This design comes from an exercise in tuning for small area on the open sky130 flow, not from production work.
RTL that was checked went through simulation tests only; none was proved equivalent to the original.

// si8900_core
module si8900_core (
    input  wire        clk,
    input  wire        rst,              
    input  wire        op_start,
    input  wire [31:0] req,
    output wire        busy,
    output reg         done,
    output reg  [1:0]  status,
    output wire [7:0]  res_cmd,
    output reg  [15:0] res_word,
    output wire [7:0]  res_channel,
    output wire [15:0] res_value,
    output reg         res_failed,
    output reg         rx_conf,
    output reg         cf_conf,
    input  wire [23:0] pkt,
    input  wire        pkt_valid,
    input  wire        transmit_ready,
    input  wire        receive_ready,
    input  wire [7:0]  read_data,
    output wire        send_byte,
    output wire [7:0]  send_data,
    output wire        read_byte
);
For scale: roughly 89 flip-flops, ~6800 µm² of cells after synthesis.
clock: 50.0 ns
lec_check: 0
cap_margin: 20
core_margin: 2
core_utilization: 40
cts_buf_list: sky130_fd_sc_hd__clkbuf_8
slew_margin: 20
synth_hierarchical: 1
standard.sh (not shown) runs the stock make flow with config.mk's settings and CLKGATE_MAP_FILE= SYNTH_SCRIPT=/design/flow/synth_recipe.tcl, a recipe that flattens the netlist after the stock synthesis.
==> flow/flow/run.sh <==
#!/bin/bash
# Layout flow: the standard flow (standard.sh, unchanged synthesis),
# with the ports buffered by the smallest buffer and the synthesis buffers removed
# at floorplan.
set -euo pipefail
export BUFFER_PORTS_ARGS="-buffer_cell sky130_fd_sc_hd__buf_1"
export REMOVE_ABC_BUFFERS=1
bash standard.sh finish > standard.log 2>&1
Next try:
--- a/flow/design.v
+++ b/flow/design.v
@@ -73,25 +73,26 @@
     input  wire [23:0] pkt,
     input  wire        pkt_valid,
     input  wire        transmit_ready,
     input  wire        receive_ready,
     input  wire [7:0]  read_data,
     output wire        send_byte,
     output wire [7:0]  send_data,
     output wire        read_byte
 );
-    localparam [2:0] IDLE   = 3'b000,
-                     OS     = 3'b001,
-                     HS_RX  = 3'b010,
-                     CT_RX  = 3'b011,
-                     HS_TXM = 3'b100,
-                     CT_TX  = 3'b101,
-                     HS_TXA = 3'b110;
+    localparam [2:0] IDLE   = 3'd0,
+                     OS_RUN = 3'd1,
+                     HS_RX  = 3'd2,
+                     CT_RX  = 3'd3,
+                     HS_TXM = 3'd4,
+                     HS_TXA = 3'd5,
+                     CT_TX  = 3'd6,
+                     OS_FIN = 3'd7;
     localparam [1:0] ST_OK           = 2'd0,
                      ST_HS_TIMEOUT   = 2'd1,
                      ST_ECHO_TIMEOUT = 2'd2,
                      ST_ILLEGAL_OP   = 2'd3;
     reg  [2:0]  fsm;
     reg  [7:0]  rem;       
     reg  [7:0]  cnt;       
     reg  [7:0]  cmd_lat;
     reg  [17:0] acc;       
@@ -102,30 +103,29 @@
     reg         rc_lo;     
     reg         ch_ff;     
     reg  [1:0]  ch_lo;
     reg  [9:0]  val;
     assign res_cmd     = {rc_hi, rc_hi, rc_mid, 1'b0, rc_lo};
     assign res_channel = {{6{ch_ff}}, ch_lo};
     assign res_value   = {6'd0, val};
     wire [2:0] op = req[31:29];
     wire idle = (fsm == IDLE);
-    wire tx_state = fsm[2];
-    wire rx_state = (fsm[2:1] == 2'b01);
-    wire os       = (fsm == OS);
+    wire tx_state = (fsm == HS_TXM) || (fsm == HS_TXA) || (fsm == CT_TX);
+    wire rx_state = (fsm == HS_RX) || (fsm == CT_RX);
     assign busy      = !idle;
     assign send_byte = !rst && tx_state && transmit_ready;
     assign read_byte = !rst && rx_state && receive_ready;
-    assign send_data = fsm[0] ? cmd_lat : 8'hAA;
+    assign send_data = (fsm == CT_TX) ? cmd_lat : 8'hAA;
     wire waiting  = (tx_state && !transmit_ready) || (rx_state && !receive_ready);
     wire poll_end = (cnt[5:3] == 3'b111) && (cnt[1:0] == 2'b11);    
     wire hs_last  = acc[5] & acc[3];    
     wire ct_last  = acc[2] & acc[0];    
-    wire rem_zero = (rem == 8'd0);
+    wire rem_one  = (rem == 8'd1);
     wire [7:0] dec_k      = idle ? req[7:0] : cmd_lat;
     wire       dec_failed = (pkt[23:16] != dec_k);
     wire [1:0] dec_ch     = pkt[13:12];
     wire [9:0] dec_val    = {pkt[11:9], pkt[8] | pkt[7], pkt[6:1]};
     wire [9:0] mean;
     si8900_div u_div (.n(acc), .d(cnt), .q(mean));
     function [7:0] inc8(input [7:0] a, input ci);
         integer k;
         reg c;
@@ -177,19 +177,19 @@
             res_word   <= 16'd0;
             ch_ff      <= 1'b0;
             ch_lo      <= 2'd0;
             val        <= 10'd0;
             res_failed <= 1'b0;
         end else begin
             done <= 1'b0;
             if (waiting) begin
                 if (poll_end) begin
-                    status <= fsm[0] ? ST_ECHO_TIMEOUT : ST_HS_TIMEOUT;
+                    status <= (fsm == CT_TX || fsm == CT_RX) ? ST_ECHO_TIMEOUT : ST_HS_TIMEOUT;
                     done   <= 1'b1;
                     fsm    <= IDLE;
                 end
             end else begin
                 case (fsm)
                     IDLE: if (op_start) begin
                         case (op)
                             3'd0: begin
                                 rx_conf <= 1'b0;
@@ -206,19 +206,19 @@
                             3'd2: fsm <= CT_TX;
                             3'd3: begin
                                 ch_ff      <= dec_failed;
                                 ch_lo      <= dec_failed ? 2'b11 : dec_ch;
                                 val        <= dec_failed ? 10'h0FF : dec_val;
                                 res_failed <= dec_failed;
                                 status     <= ST_OK;
                                 done       <= 1'b1;
                             end
-                            3'd4: fsm <= OS;
+                            3'd4: fsm <= (req[23:16] == 8'd0) ? OS_FIN : OS_RUN;
                             3'd5: begin
                                 res_word <= {req[0], req[1], req[2], req[3], req[4], req[5], req[6], req[7],
                                              req[8], req[9], req[10], req[11], req[12], req[13], req[14], req[15]};
                                 status   <= ST_OK;
                                 done     <= 1'b1;
                             end
                             default: begin
                                 status <= ST_ILLEGAL_OP;
                                 done   <= 1'b1;
@@ -258,19 +258,20 @@
                             fsm    <= IDLE;
                         end else if (ct_last) begin
                             status <= ST_ECHO_TIMEOUT;
                             done   <= 1'b1;
                             fsm    <= IDLE;
                         end else begin
                             fsm <= CT_TX;
                         end
                     end
-                    OS: if (rem_zero) begin
+                    OS_RUN: if (pkt_valid && rem_one) fsm <= OS_FIN;
+                    OS_FIN: begin
                         if (cnt == 8'd0) begin
                             ch_ff      <= 1'b1;
                             ch_lo      <= 2'b11;
                             val        <= 10'h0FF;
                             res_failed <= 1'b1;
                         end else begin
                             ch_ff      <= lc_ff;
                             ch_lo      <= lc_ff ? 2'b11 : lc;
                             val        <= mean;
@@ -279,22 +280,22 @@
                         status <= ST_OK;
                         done   <= 1'b1;
                         fsm    <= IDLE;
                     end
                     default: fsm <= IDLE;
                 endcase
             end
         end
     end
-    wire os_step  = os && pkt_valid && !rem_zero;
+    wire os_step  = (fsm == OS_RUN) && pkt_valid;
     wire good     = os_step && !dec_failed;
     wire xfer     = !waiting && (fsm == HS_RX || fsm == CT_TX);
-    wire cnt_clr  = idle || (!waiting && !os);
+    wire cnt_clr  = idle || (!waiting && fsm != OS_RUN && fsm != OS_FIN);
     always @(posedge clk) begin
         if (idle)
             cmd_lat <= req[7:0];
         cnt <= cnt_clr ? 8'd0 : inc8(cnt, waiting || good);
         acc <= idle ? 18'd0 : acc_add(acc, good ? dec_val : {9'd0, xfer});
         rem <= idle ? req[23:16] : dec8(rem, os_step);
         if (os_step) begin
             lc_ff <= dec_failed;
             lc    <= dec_ch;
=> The changed run went through all stages and came out clean. Worst hold slack gains 0.038 ns. Register-to-register slack gains 0.03 ns. Count of clock-buffer cells in the layout fell by 1. Synthesized area rose by 0.99%. Die area rose by 0.96%. Worst setup slack gains 0.031 ns.
Only the layout flow was run in the second run of this note; the RTL was not checked for function there.

port drivers added, routing unchanged:
No port has a modelled driver above. Below, the same layouts with a new extraction and two added sets of constraints. Step 1: set_driving_cell puts a clkbuf_16 on clk and a buf_2 on each other input, an assumption about the parent block. Step 2, shift: input delay + t, output delay - t, t = (earliest + latest rising clock arrival at the registers) / 2. This alone moves slack from input paths to output paths. a / b / c = no drivers / after step 1 / after step 2; a / b = the first two.
| run | shift t [ns] | setup slack, ns | worst hold slack (ns) | worst setup path at the end | worst register clock-pin slew, ns |
|---|---|---|---|---|---|
| the first run | 0.408 | 17.179 / 17.179 / 17.179 | 0.458 / 0.458 / 0.458 | register to register | 0.10 / 0.10 |
| the second run | 0.386 | 17.210 / 17.210 / 17.210 | 0.496 / 0.496 / 0.496 | register to register | 0.09 / 0.09 |
After both steps every run listed still meets setup and hold.
